From an optimization exercise on the open Yosys and OpenROAD flow, aimed at small area, a short achievable clock period and few clock cycles per item; shortcuts taken in it are not production practice. The RTL was checked by simulation tests, not by an equivalence proof against the original design. No activity file was given, so power comes from the tool's default toggle rates.

==> design.v <==
module bcta_rdmux(input [255:0] b, input [7:0] sel, output reg [31:0] w);
    integer j;
    always @(*) begin
        w = 32'd0;
        for (j = 0; j < 8; j = j + 1) w = w | (b[32*j +: 32] & {32{sel[j]}});
    end
endmodule
module bcta_rot(input [31:0] xin, input [4:0] s, output [31:0] xo);
    reg  [31:0] xr;
    integer r;
    always @(*) for (r = 0; r < 32; r = r + 1) xr[r] = xin[31 - r];
    wire [31:0] x1 = s[0] ? {xr[30:0], xr[31]}    : xr;
    wire [31:0] x2 = s[1] ? {x1[29:0], x1[31:30]} : x1;
    wire [31:0] x3 = s[2] ? {x2[27:0], x2[31:28]} : x2;
    wire [31:0] x4 = s[3] ? {x3[23:0], x3[31:24]} : x3;
    assign xo = s[4] ? {x4[15:0], x4[31:16]} : x4;
endmodule
module bcta_merge(input [4:0] kl, input [5:0] a, input q0odd, input clr, input rd,
                  input [31:0] we, input [31:0] wo, input [31:0] xo, input [31:0] pay,
                  output [31:0] new_e, output [31:0] new_o, output [31:0] xin);
    wire [4:0] lb_e = q0odd ? 5'd0 : kl;
    wire [4:0] lb_o = q0odd ? kl : 5'd0;
    wire [5:0] ub_f = a[5] ? 6'd32 : a;
    wire [5:0] ub_s = a[5] ? {1'b0, a[4:0]} : 6'd0;
    wire [5:0] ub_e = q0odd ? ub_s : ub_f;
    wire [5:0] ub_o = q0odd ? ub_f : ub_s;
    reg [31:0] w_e, w_o;
    integer r;
    always @(*) begin
        for (r = 0; r < 32; r = r + 1) begin
            w_e[r] = (r >= lb_e) && (r < ub_e);
            w_o[r] = (r >= lb_o) && (r < ub_o);
        end
    end
    wire [31:0] g_e = w_e & {32{rd}};
    wire [31:0] g_o = w_o & {32{rd}};
    assign xin   = g_e & we | g_o & wo | {32{~rd}} & pay;
    assign new_e = (w_e & xo | ~w_e & we) & ~{32{clr}};
    assign new_o = (w_o & xo | ~w_o & wo) & ~{32{clr}};
endmodule
module bcta_dec(input [63:0] cmd, output [10:0] cls, output t, output bad, output ill,
                output [5:0] n, output [31:0] pay);
    wire [7:0]  op  = cmd[63:56];
    wire [7:0]  mdf = cmd[55:48];
    wire [15:0] rsv = cmd[47:32];
    wire [31:0] arg = cmd[31:0];
    wire        tsel = mdf[0];
    wire rsv_zero = (rsv == 16'd0);
    wire arg_zero = (arg == 32'd0);
    wire fmt_n_ok = rsv_zero && (mdf[7:5] == 3'd0);
    wire fmt_t_ok = rsv_zero && (mdf[7:1] == 7'd0);
    wire fmt_z_ok = rsv_zero && (mdf == 8'd0);
    wire is_rd  = (op == 8'h01) && fmt_n_ok && arg_zero;
    wire is_wr  = (op == 8'h02) && fmt_n_ok;
    wire is_sk  = (op == 8'h03) && fmt_z_ok;
    wire is_pos = (op == 8'h04) && fmt_z_ok && arg_zero;
    wire is_len = (op == 8'h05) && fmt_z_ok && arg_zero;
    wire is_clr = (op == 8'h06) && fmt_z_ok && arg_zero;
    wire is_enc = (op == 8'h10) && fmt_t_ok;
    wire is_dec = (op == 8'h11) && fmt_t_ok;
    wire is_lcl = (op == 8'h12) && fmt_z_ok && arg_zero;
    wire is_lad = (op == 8'h13) && fmt_t_ok;
    wire is_lgt = (op == 8'h14) && fmt_t_ok && arg_zero;
    wire legal  = is_rd | is_wr | is_sk | is_pos | is_len | is_clr |
                  is_enc | is_dec | is_lcl | is_lad | is_lgt;
    wire hi7_zero = (arg[31:7] == 25'd0);
    wire enc_ok0  = hi7_zero && (arg[6] ^ arg[5]);
    wire enc_ok1  = (arg[31:4] == 28'd3);
    wire enc_ok   = tsel ? enc_ok1 : enc_ok0;
    wire sk_fits = (arg[31:11] == 21'd0) || (arg[31:11] == 21'h1FFFFF);
    assign cls = {is_rd, is_wr, is_sk, is_pos, is_len, is_clr, is_enc, is_dec, is_lcl, is_lad, is_lgt};
    assign t   = tsel;
    assign bad = !legal || ((is_enc || is_lad) && !enc_ok);
    assign ill = !legal;
    assign n   = {1'b0, mdf[4:0]} + 6'd1;
    assign pay = {arg[31:12], (op == 8'h03 && !sk_fits) ? {arg[31], {11{~arg[31]}}} : arg[11:0]};
endmodule
module bcta (
    input  wire        clk,
    input  wire        rst,         
    input  wire        cmd_valid,
    output wire        cmd_ready,
    input  wire [63:0] cmd,
    output wire        rsp_valid,
    input  wire        rsp_ready,
    output wire [39:0] rsp
);
    wire [10:0] cls;
    wire        t_i, bad_i, ill_i;
    wire [5:0]  n_i;
    wire [31:0] pay_i;
    bcta_dec u_dec(.cmd(cmd), .cls(cls), .t(t_i), .bad(bad_i), .ill(ill_i), .n(n_i), .pay(pay_i));
    reg        v0;
    reg        r_rd, r_wr, r_sk, r_pos, r_len, r_clr, r_enc, r_dec, r_lcl, r_lad, r_lgt;
    reg        r_t, r_bad, r_ill;
    reg [5:0]  r_n;
    reg [31:0] r_pay;
    reg [5:0]  r_a;          
    reg        clr_pend;     
    reg [255:0] bank_e, bank_o;
    reg [6:0]   len;
    reg [9:0]   cursor;
    reg [9:0]   room;        
    reg [6:0]   acc;
    reg [7:0]   oh_e, oh_o;  
    reg         nonempty, full, rp, wp;
    reg [34:0]  slot_a, slot_b;
    wire exec = v0 & ~full;
    wire pop  = nonempty & rsp_ready;
    assign cmd_ready = ~v0 | ~full;
    assign rsp_valid = nonempty;
    assign rsp       = {5'd0, rp ? slot_b : slot_a};
    wire [5:0]  n   = r_n;
    wire [4:0]  kl  = cursor[4:0];
    wire [5:0]  a   = r_a;
    wire [9:0]  e   = {cursor[9:5] + {4'd0, a[5]}, a[4:0]};      
    wire [9:0]  l8  = {len, 3'b000};
    wire        beyond = {4'd0, n} > room;                        
    wire        ovf    = cursor[9] | (&cursor[8:5] & a[5] & (a[4:0] != 5'd0));   
    wire [6:0]  wr_len = beyond ? e[9:3] + {6'd0, e[2:0] != 3'd0} : len;
    wire        ok      = exec & ~r_bad;
    wire        clr_all = clr_pend | (ok & r_clr);    
    wire        wr_do   = ok & r_wr & ~ovf;
    wire [31:0] we, wo, xo, xin, new_e, new_o;
    bcta_rdmux u_re(.b(bank_e), .sel(oh_e), .w(we));
    bcta_rdmux u_ro(.b(bank_o), .sel(oh_o), .w(wo));
    bcta_rot   u_rot(.xin(xin), .s(a[4:0]), .xo(xo));
    bcta_merge u_m(.kl(kl), .a(a), .q0odd(cursor[5]), .clr(clr_all), .rd(r_rd), .we(we), .wo(wo),
                   .xo(xo), .pay(r_pay), .new_e(new_e), .new_o(new_o), .xin(xin));
    wire [5:0] i7 = {r_pay[6], r_pay[4:0]};
    wire [3:0] i5 = r_pay[3:0];
    wire [6:0] enc_code = r_t ? {2'b00, i5[0], i5[1], i5[2], i5[3], ~^i5}
                              : {i7[0], i7[1], i7[2], i7[3], i7[4], i7[5], ~^i7};
    wire hi7_zero = (r_pay[31:7] == 25'd0);
    wire dec_ok0  = hi7_zero && (^r_pay[6:0]);
    wire dec_ok1  = hi7_zero && (r_pay[6:5] == 2'd0) && (^r_pay[4:0]);
    wire [7:0] dec_char = r_t ? (dec_ok1 ? {4'h3, r_pay[1], r_pay[2], r_pay[3], r_pay[4]} : 8'h7E)
                              : (dec_ok0 ? (8'h20 + {2'b00, r_pay[1], r_pay[2], r_pay[3], r_pay[4], r_pay[5], r_pay[6]}) : 8'h7E);
    wire [6:0] lrc_word = r_t ? {2'b00, acc[4:1], ^acc[4:1]} : {acc[6:1], ^acc[6:1]};
    wire [11:0] sk_d = r_pay[11:0];
    wire signed [12:0] sk_sum = $signed({3'd0, cursor}) + $signed({sk_d[11], sk_d});
    wire signed [12:0] rm_sum = $signed({3'd0, room}) - $signed({sk_d[11], sk_d});
    wire sk_lo = sk_sum[12];
    wire sk_hi = rm_sum[12];
    wire [9:0] sk_cur  = sk_lo ? 10'd0 : sk_hi ? l8    : sk_sum[9:0];
    wire [9:0] sk_room = sk_lo ? l8    : sk_hi ? 10'd0 : rm_sum[9:0];
    reg [9:0] cur_n, room_n;
    always @(*) begin
        cur_n  = cursor;
        room_n = room;
        if (ok) begin
            if (r_rd && !beyond) begin
                cur_n  = e;
                room_n = room - {4'd0, n};
            end
            if (r_wr && !ovf) begin
                cur_n  = e;
                room_n = beyond ? {7'd0, -e[2:0]} : room - {4'd0, n};
            end
            if (r_sk) begin
                cur_n  = sk_cur;
                room_n = sk_room;
            end
            if (r_clr) begin
                cur_n  = 10'd0;
                room_n = 10'd0;
            end
        end
    end
    reg [7:0] oh_e_n, oh_o_n;
    integer j, k;
    always @(*) begin
        for (j = 0; j < 8; j = j + 1) begin
            oh_e_n[j] = (cur_n[9:5] == 2 * j) || (cur_n[9:5] == 2 * j - 1);
            oh_o_n[j] = (cur_n[9:5] == 2 * j) || (cur_n[9:5] == 2 * j + 1);
        end
    end
    wire [4:0] m_nx   = cmd_ready ? cmd[52:48] : r_n[4:0] - 5'd1;
    wire       sk_go  = ok & r_sk;
    wire [4:0] base_e = (ok & r_clr) ? 5'd0 :
                        (ok & ((r_rd & ~beyond) | (r_wr & ~ovf))) ? a[4:0] : kl;
    wire [6:0] a_e    = {1'b0, base_e, 1'b1} + {1'b0, m_nx, 1'b1};
    wire [6:0] a_s    = {1'b0, sk_sum[4:0], 1'b1} + {1'b0, m_nx, 1'b1};
    wire [6:0] a_h    = {1'b0, l8[4:0], 1'b1} + {1'b0, m_nx, 1'b1};
    wire [5:0] n_nx   = {1'b0, m_nx} + 6'd1;
    wire [5:0] a_nx   = rst   ? n_nx :
                        !sk_go ? a_e[6:1] :
                        sk_lo ? n_nx : sk_hi ? a_h[6:1] : a_s[6:1];
    wire rd_ok = ok & r_rd & ~beyond;
    reg [2:0]  st;
    reg [31:0] oth;
    always @(*) begin
        st  = 3'd0;
        oth = 32'd0;
        if (r_bad)              st = r_ill ? 3'd4 : 3'd2;
        else if (r_rd & beyond) st = 3'd1;
        else if (r_wr & ovf)    st = 3'd3;
        if (!r_bad) begin
            if (r_pos) oth = {22'd0, cursor};
            if (r_len) oth = {25'd0, len};
            if (r_enc) oth = {25'd0, enc_code};
            if (r_dec) oth = {24'd0, dec_char};
            if (r_lgt) oth = {25'd0, lrc_word};
        end
    end
    wire [31:0] dat = (xo & {32{rd_ok}}) | oth;
    always @(posedge clk) begin
        if (cmd_ready) begin
            {r_rd, r_wr, r_sk, r_pos, r_len, r_clr, r_enc, r_dec, r_lcl, r_lad, r_lgt} <= cls;
            r_bad <= bad_i;
            r_pay <= pay_i;
        end
        if (cmd_ready) begin
            r_t <= t_i;
            r_ill <= ill_i;
            r_n <= n_i;
        end
        r_a <= a_nx;
    end
    always @(posedge clk) begin
        for (k = 0; k < 8; k = k + 1) begin
            if (clr_all || (wr_do && oh_e[k])) bank_e[32*k +: 32] <= new_e;
            if (clr_all || (wr_do && oh_o[k])) bank_o[32*k +: 32] <= new_o;
        end
    end
    always @(posedge clk) begin
        clr_pend <= rst;
        if (rst) begin
            v0 <= 1'b0; nonempty <= 1'b0; full <= 1'b0; rp <= 1'b0; wp <= 1'b0;
            len <= 7'd0; cursor <= 10'd0; room <= 10'd0; oh_e <= 8'd1; oh_o <= 8'd1; acc <= 7'd0;
        end else begin
            if (cmd_ready) v0 <= cmd_valid;
            cursor <= cur_n;
            room   <= room_n;
            oh_e   <= oh_e_n;
            oh_o   <= oh_o_n;
            if (ok) begin
                if (r_wr && !ovf) len <= wr_len;
                if (r_clr)        len <= 7'd0;
                if (r_lcl) acc <= 7'd0;
                if (r_lad) acc <= acc ^ enc_code;
            end
            if (exec) wp <= ~wp;
            if (pop)  rp <= ~rp;
            if (exec && !pop) begin
                nonempty <= 1'b1;
                full     <= nonempty;
            end else if (pop && !exec) begin
                nonempty <= full;
                full     <= 1'b0;
            end
        end
    end
    always @(posedge clk) begin
        if (exec && !wp) slot_a <= {st, dat};
        if (exec &&  wp) slot_b <= {st, dat};
    end
endmodule
==> flow/run.sh <==
#!/bin/bash
set -euo pipefail
bash standard.sh SETUP_SLACK_MARGIN=6.0 'BUFFER_PORTS_ARGS=-buffer_cell sky130_fd_sc_hd__buf_2' finish > standard.log 2>&1
==> standard.sh <==
#!/bin/bash
# synth_recipe.tcl (not shown) runs the flow's synth.tcl, then flattens the netlist and writes it again
# the make line also repeats each setting of config.mk as NAME=value (left out here)
make -C /OpenROAD-flow-scripts/flow DESIGN_CONFIG=/design/flow/config.mk WORK_HOME=/design/flow/orfs CLKGATE_MAP_FILE= SYNTH_SCRIPT=/design/flow/synth_recipe.tcl "${@:-finish}"
==> config.mk <==
export PLATFORM = sky130hd
export DESIGN_NAME = bcta
export DESIGN_NICKNAME = bcta
export VERILOG_FILES = /design/flow/design.v
export SDC_FILE = /design/flow/constraint.sdc
export NUM_CORES = 4
export LEC_CHECK = 0
export CAP_MARGIN = 20
export CORE_MARGIN = 2
export CORE_UTILIZATION = 65
export CTS_BUF_LIST = sky130_fd_sc_hd__clkbuf_8
export CTS_CLUSTER_DIAMETER = 45
export CTS_CLUSTER_SIZE = 16
export SLEW_MARGIN = 20
export SYNTH_HIERARCHICAL = 1
==> constraint.sdc <==
create_clock -name core_clock -period 10.0 [get_ports {clk}]
set_input_delay 2.0000 -clock core_clock [delete_from_list [all_inputs] [get_ports {clk}]]
set_output_delay 2.0000 -clock core_clock [all_outputs]
set_load 0.01 [all_outputs]
==> results.txt, run 1 <==
Fin Setup TNS=0 ns; Skew-Pair Late Insertion Delay=0.72 ns; area of the die=54300 µm²; Yosys reg bits=695; M3 GR Usage=11.9%; gr ovfl total=0; # setup viols final=0; Synth top cells by count=edfxtp_1 (634), a22oi_1 (280), nor2_1 (234), nand2_1 (100), mux2i_1 (81); Syn Std Cell Area=34100 µm²; PwrDens=166 nW/µm²; Avg WL per Cell=31.8 µm; Placement Rows=83; first-pass GRT wire length=154 mm; clock skew=0.0559 ns; global placement routability congestion=1.04; # H-tree levels=3; met2 Resource Use GR=56.4%; crit path DAT=4.53 ns; number of global-route vias before repair=23300; Distinct cells, synth=113; status=finished clean; syn_area_per_cell=13.2 µm²; RSZ-0062 raised after global routing=yes; share of the synthesized area in the top cell type=55.9%; Critical Path RT=10.39 ns; Post-synth EDFFs=634; io pins=110; clock transition at the registers of the reported paths=0.08 ns; Max Slew Vio Count=0; drt pass-1 iters=6; VDD IR-drop max=172 µV; hold_buf cts=0; Routed Antenna Nets=0; CTS max path bufs=3; vias per cell=7.35; Most Used Layer, Global Route=met2; Slew @ Worst Pin=1.05 ns; Core Region=51600 µm²; M1 GR Usage=55.7%; Synth area leader=edfxtp_1; YS warnings=10; Critical Path End Type=flip-flop; die height=233 µm; CTS Buf Count=68; Max Cap Violations=0; minimum clock period=4.14 ns; TritonCTS clock tree=yes; Final Net Count=2809; clock root buffer=clkbuf_8; maximum clock rate=241 MHz; Worst Hold Class=reg -> reg; initial antenna violation count=1; fin crit share=41.4%; Hold WS=0.473 ns; Final Hold Viols=0; Total GRT Usage=39.4%; main area contributors after synthesis=edfxtp_1 (56%), a22oi_1 (6.2%), mux4_2 (4.0%), dfxtp_1 (3.6%), nor2_1 (2.6%); clock sinks=695; initial core utilization=66.0%; largest net degree at the start of global routing=60; Final Routed Wirelength=108 mm; Iter 0 DRT Violations=3932; DP HPWL=70.1 mm; diode count=0; R2R Setup Slk=5.86 ns; async set-reset flop share out of synthesis=0%; crit path kind=reg -> reg; layout cells sized above 1=27.2%; Seq/Total Area, Yosys=59.4%; Cells after Synth=2583; Remaining DRCs=0; P_leak=13.6 nW; area delta synth->final=14.2%; Startpoint Class=flip-flop; crit-path max FO=28; max-slew headroom at the worst pin=29.9%; most common cell in the netlist=edfxtp_1; Most used DFF post-synth=edfxtp_1; I/O Buffers=104; via count=25100; die width=233 µm
-- per-stage QoR --
step | cells | area, µm² | util, % | total power, mW | worst slack (ns)
final | 3413 | 38900 | 75.4 | 6.45 | 5.86
after global routing | 3413 | 38900 | 75.4 | 6.61 | 5.86
after CTS | 3380 | 38000 | 73.6 | 6.36 | 5.91
after detailed placement | 3230 | 34700 | 67.3 | 4.34 | 4.86
after global placement | 3230 | 34700 | 67.3 | 4.32 | 4.83
after floorplan | 2587 | 34100 | - | 4.03 | 6.10
-- path summary, 6_finish.rpt --
check                           depth (start not counted)  startpoint    endpoint
worst max-delay path                                   11      r_a[3]  bank_o[38]
worst min-delay path                                    2     room[0]     room[0]
worst max register to register                         11      r_a[3]  bank_o[38]
worst min register to register                          2     room[0]     room[0]
-- modules after synthesis (local to each module, per instance) --
| module | cell area (µm²) | copies in the design |
|---|---|---|
| bcta | 25500 | 1 |
| bcta_dec | 948 | 1 |
| bcta_merge | 3080 | 1 |
| bcta_rdmux | 1320 | 2 |
| bcta_rot | 1950 | 1 |
-- state kept, by name, summed over array words and instances, names as in the netlist, 7 cells and up --
register,flops
oh_e,8
oh_o,8
room,10
cursor,10
bank_o,256
r_pay,32
slot_a,35
bank_e,256
slot_b,35
len,7
-- cell type report --
type	count	area, µm²
Clock buffer	71	977
Clock inverter	46	465
Fill cell	3226	12700
Inverter	53	214
Multi-Input combinational cell	1648	14300
Sequential cell	695	20300
Tap cell	680	851
Timing Repair Buffer	219	1860
Timing Repair inverter	1	7.51
-- kinds of logic after synthesis --
family          share of synthesized area (%)
fa+ha+maj                                2.19
buf+inv                                  3.95
simple gates                             9.37
xor+xnor                                 1.63
compound gates                           14.3
flops                                    59.4
other cells                            0.0110
mux                                      9.14
-- power by group --
part           leakage [nW]  internal (mW)  total [mW]  switching [mW]
clock network         0.720          0.830        1.86            1.03
logic                  5.99          0.418        1.09           0.673
registers              6.92           3.42        3.50          0.0774
-- cells in the final DEF, fill, tap and decap left out, types with 11 or more instances in the layout --
| cell | instances |
|---|---|
| and3_1 | 12 |
| a21o_1 | 48 |
| mux2_2 | 42 |
| mux2_4 | 33 |
| and2_1 | 25 |
| clkbuf_8 | 71 |
| a22oi_1 | 277 |
| nor3_1 | 45 |
| buf_2 | 104 |
| a21oi_1 | 65 |
| nor4_1 | 21 |
| nand3_1 | 55 |
| xor2_1 | 20 |
| nand4_1 | 74 |
| mux2i_1 | 25 |
| o22ai_1 | 13 |
| buf_4 | 69 |
| o21ai_0 | 39 |
| buf_12 | 11 |
| nand2_1 | 96 |
| nor2_1 | 167 |
| mux4_2 | 64 |
| inv_1 | 55 |
| ha_1 | 48 |
| xnor2_1 | 37 |
| a221oi_2 | 13 |
| clkinvlp_4 | 14 |
| mux2i_4 | 50 |
| edfxtp_1 | 634 |
| a211oi_1 | 16 |
| o211ai_1 | 13 |
| nor2_2 | 25 |
| dfxtp_1 | 54 |
| o21ai_1 | 13 |
| buf_6 | 21 |
| nor2_4 | 42 |
| nand2b_1 | 12 |
-- what timing repair did --
item	4_1_cts	5_1_grt
setup endpoints to repair	802	636
resized for setup	299	145
setup buffers	24	28
pin swaps	17	44
cloned	9	5
-- per-layer routing --
| layer | vias to the layer above | routed length (µm) |
|---|---|---|
| li1 | 10400 | - |
| met1 | 12300 | 39400 |
| met2 | 2039 | 46300 |
| met3 | 334 | 16400 |
| met4 | 2 | 6210 |
| met5 | - | 11 |
-- critical path, stage by stage, from the launching register on --
cell,delay (ns)
dfxtp_4,0.37
buf_12,0.17
or3b_4,0.42
nor2_1,0.22
a21oi_1,0.25
a221oi_4,0.52
nor2_4,0.08
mux4_2,0.58
mux4_2,0.52
mux2_4,0.35
mux2i_1,0.19
nor2_1,0.15
Testbench counts, summed over its fixed seeds: cycles 15,421, items 15,405.
==> inputs of run 2 (changes only) <==
==> flow/run.sh (replaced) <==
#!/bin/bash
set -euo pipefail
bash standard.sh SETUP_SLACK_MARGIN=6.2 'BUFFER_PORTS_ARGS=-buffer_cell sky130_fd_sc_hd__buf_2' finish > standard.log 2>&1
--- a/config.mk
+++ b/config.mk
@@ -9,7 +9,7 @@
 export CORE_MARGIN = 2
 export CORE_UTILIZATION = 65
 export CTS_BUF_LIST = sky130_fd_sc_hd__clkbuf_8
-export CTS_CLUSTER_DIAMETER = 45
-export CTS_CLUSTER_SIZE = 16
+export CTS_CLUSTER_DIAMETER = 50
+export CTS_CLUSTER_SIZE = 20
 export SLEW_MARGIN = 20
 export SYNTH_HIERARCHICAL = 1
==> run 2 against run 1 <==
Net effect:
- still clean on timing, DRC and antenna
- register-to-register slack worse by 0.15 ns
- die area stayed put
- combinational power up 7%
- count of clock-buffer cells in the layout decreased by 13
- synthesized cell count unchanged
- clock skew decreased by 0.022 ns
- critical path type unchanged
- largest cell class unchanged
- largest power group unchanged
==> results.txt, run 2 <==
fin worst setup slack=5.71 ns (-0.146 ns); Psw=1.83 mW (+2.9%); number of global-route vias before repair=24100 (+3.4%); die width=233 µm (unchanged); Yosys reg bits=695 (unchanged); fin crit share=42.9% (+1.5 points); highest routed layer=met5; Post-synth EDFFs=634 (unchanged); crit-path max FO=26 (-7.1%); vias per cell=7.62 (+3.7%); layout cells sized above 1=31.4% (+4.3 points); Avg WL per Cell=34.7 µm (+9.3%); area delta synth->final=19.1%; Seq pwr share=54.9% (+0.6 points); cell internal pwr=4.53 mW (-2.9%); via count=26400 (+5.3%); Iter 0 DRT Violations=4604 (+17%); Synth top cells by count=edfxtp_1 (634), a22oi_1 (280), nor2_1 (234), nand2_1 (100), mux2i_1 (81); leading cell type in the layout, fill and taps excluded=edfxtp_1; Critical Path RT=10.42 ns (+0.03 ns); hold_buf cts=0 (unchanged); Fin Setup TNS=0 ns (unchanged); clock skew=0.0340 ns (-0.0219 ns); # H-tree levels=2 (-1); area of the die=54300 µm² (unchanged); Final Net Count=2867 (+2.1%); TritonCTS clock tree=yes; RSZ-0062 raised after global routing=yes; Worst Hold Class=reg -> reg; minimum clock period=4.29 ns (+0.146 ns); Core Region=51600 µm² (unchanged); status=finished clean; Total GRT Usage=40.7% (+1.3 points); most common cell in the netlist=edfxtp_1; CTS Buf Count=54 (-21%); initial antenna violation count=5 (+4); syn_area_per_cell=13.2 µm² (unchanged); Syn Std Cell Area=34100 µm² (unchanged); DP HPWL=70.2 mm (+0.17%); Most used DFF post-synth=edfxtp_1; crit path kind=reg -> reg; Placement Rows=83 (unchanged); first-pass GRT wire length=159 mm (+3.1%); drt pass-1 iters=14 (+8); Top Registers=bank_e: 256 flops, bank_o: 256 flops; Max Cap Violations=0 (unchanged); maximum clock rate=233 MHz (-3.4%); clock transition at the registers of the reported paths=0.11 ns (+0.03 ns); slowest library cell on the worst path=mux4_2; Remaining DRCs=0 (unchanged); dpl cells=3230 (unchanged); Slew @ Worst Pin=1.03 ns (-0.0253 ns); clock share of power=26.6% (-2.2 points); YS warnings=10 (unchanged); final cell count without fillers=3465 (+1.5%); Routed Antenna Nets=0 (unchanged); Critical Path End Type=flip-flop; VDD IR-drop max=183 µV (+6.4%); clock sinks=695 (unchanged); global placement routability congestion=1.04 (-0.28%); async set-reset flop share out of synthesis=0% (unchanged); Comb power frac=18.5% (+1.6 points); Synth area leader=edfxtp_1; io pins=110 (unchanged); M1 wire length=41.5 mm (+5.2%); Distinct cells, synth=113 (unchanged); Sw Ratio=28.8% (+1.2 points); pre-CTS WS=4.79 ns (-0.0668 ns); largest net degree at the start of global routing=60 (unchanged); share of the synthesized area in the top cell type=55.9% (unchanged); I/O Buffers=104 (unchanged); die height=233 µm (unchanged); length of routed met2 wiring=49.9 mm (+7.7%); most frequent cells in the layout=edfxtp_1 (634), a22oi_1 (269), nor2_1 (158); P_leak=14.4 nW (+5.4%); Final Hold Viols=0 (unchanged); initial core utilization=66.0% (unchanged); Startpoint Class=flip-flop; # setup viols final=0 (unchanged); gr ovfl total=0 (unchanged); routed wl met3=19.6 mm (+19%); crit-path max cell delay=0.62 ns (+0.04 ns); Max Slew Vio Count=0 (unchanged); Cells after Synth=2583 (unchanged); clock root buffer=clkbuf_8; Final Routed Wirelength=120 mm (+11%); crit path DAT=4.71 ns (+0.18 ns); Critical Path, Cell by Cell=buf_8 > nand2_1 > nor2_1 > o32ai_2 > a221oi_2 > nor2_2 > mux4_2 > mux4_2 > mux2_4 > mux2i_1 > nor2_2; main area contributors after synthesis=edfxtp_1 (56%), a22oi_1 (6.2%), mux4_2 (4.0%), dfxtp_1 (3.6%), nor2_1 (2.6%); Seq/Total Area, Yosys=59.4% (unchanged); PwrDens=157 nW/µm² (-5.3%); Skew-Pair Late Insertion Delay=0.73 ns (about the same); max-slew headroom at the worst pin=31.4% (+1.5 points); overall power=6.36 mW (-1.3%); Hold WS=0.492 ns (+0.0187 ns); CTS max path bufs=3 (unchanged)
[run 2: routing by layer]
| layer | global-route usage (%) | vias up |
|---|---|---|
| li1 | - | 10500 |
| met4 | 20.9 | 6 |
| met3 | 14.4 | 638 |
| met2 | 58.9 | 2379 |
| met5 | 0 | - |
| met1 | 54.7 | 12800 |
[run 2: worst max-delay path: cells and delay by family (launching register included)]
family	cells	cell delay, ns
AOI/OAI and AO/OA	2	0.70
DFF	1	0.36
buffers and inverters	1	0.24
and+or+nand+nor	4	0.95
muxes	4	1.71
[run 2: through the flow]
step,utilization (%),cell area [µm²]
finish,78.6,40600
global route,78.6,40600
CTS,74.7,38500
detailed placement,67.3,34700
global placement,67.3,34700
floorplan,-,34100
[run 2: final cells by class]
class / count / area [µm²]
Fill cell: 2936 / 11000
Timing Repair inverter: 1 / 7.51
Sequential cell: 695 / 20300
Timing Repair Buffer: 291 / 3160
Multi-Input combinational cell: 1648 / 14800
Tap cell: 680 / 851
Antenna cell: 2 / 5.00
Clock inverter: 37 / 413
Clock buffer: 58 / 798
Inverter: 53 / 206
[run 2: power groups by stage]
| stage | Sequential [mW] | Combinational (mW) | Clock, mW |
|---|---|---|---|
| floorplan | 3.53 | 0.503 | 0 |
| global route | 3.51 | 1.18 | 1.79 |
| global placement | 3.55 | 0.738 | 0 |
| finish | 3.50 | 1.17 | 1.69 |
| CTS | 3.50 | 0.969 | 1.68 |
| detailed placement | 3.57 | 0.752 | 0 |
[run 2: cells by family (layout without fill, tap and decap cells)]
| logic type | Yosys count | in the layout | share of synthesized area [%] |
|---|---|---|---|
| xor+xnor | 60 | 60 | 1.63 |
| compound gates | 660 | 660 | 14.3 |
| mux | 220 | 220 | 9.14 |
| buf+inv | 246 | 440 | 3.95 |
| simple gates | 644 | 646 | 9.37 |
| other cells | 1 | 7 | 0.0110 |
| fa+ha+maj | 57 | 57 | 2.19 |
| flops | 695 | 695 | 59.4 |
[run 2: what timing repair did]
action | 4_1_cts | 5_1_grt
gates cloned | 16 | 15
hold endpoints to repair | 0 | 0
endpoints found under the setup margin | 885 | 709
buffers inserted | 46 | 61
gates resized for setup | 431 | 256
pin swaps | 48 | 50
[run 2: Yosys stat by module, one instance, submodules excluded]
| module | copies in the design | cell area [µm²] | cells |
|---|---|---|---|
| bcta | 1 | 25500 | 1458 |
| bcta_merge | 1 | 3080 | 504 |
| bcta_rot | 1 | 1950 | 116 |
| bcta_rdmux | 2 | 1320 | 184 |
| bcta_dec | 1 | 948 | 137 |
[run 2: final timing paths]
check / cells after the start / startpoint / endpoint / slack (ns)
worst max register to register: 11 / cursor[3] / bank_e[128] / 5.71
worst min-delay path: 2 / room[0] / room[0] / 0.49
worst max-delay path: 11 / cursor[3] / bank_e[128] / 5.71
worst min register to register: 2 / room[0] / room[0] / 0.49

-- what the ideal ports hide --
Ports are ideal in the flow. The routed layouts listed here were re-timed in OpenROAD.
Step 1, drivers: a clkbuf_16 drives clk and a buf_2 each remaining input, both assumed.
Step 2, shift: input delay + t, output delay - t, t = (earliest + latest rising clock arrival at the registers) / 2. This alone moves slack from input paths to output paths.
Three values: no drivers, after step 1, after step 2; two values: the first two.
run	shift t [ns]	slack for setup (ns)	latest minus earliest clock arrival (ns)	worst slew at a driven data input, ns
run 1	0.751	5.858 / 5.858 / 5.448	0.056 / 0.056	0.05
run 2	0.783	5.713 / 5.713 / 5.686	0.034 / 0.034	0.07
After both steps setup and hold are still met in every run listed. For run 1, which loses most, drivers alone change the setup slack by 0.000 ns; drivers and shift together by -0.410 ns.
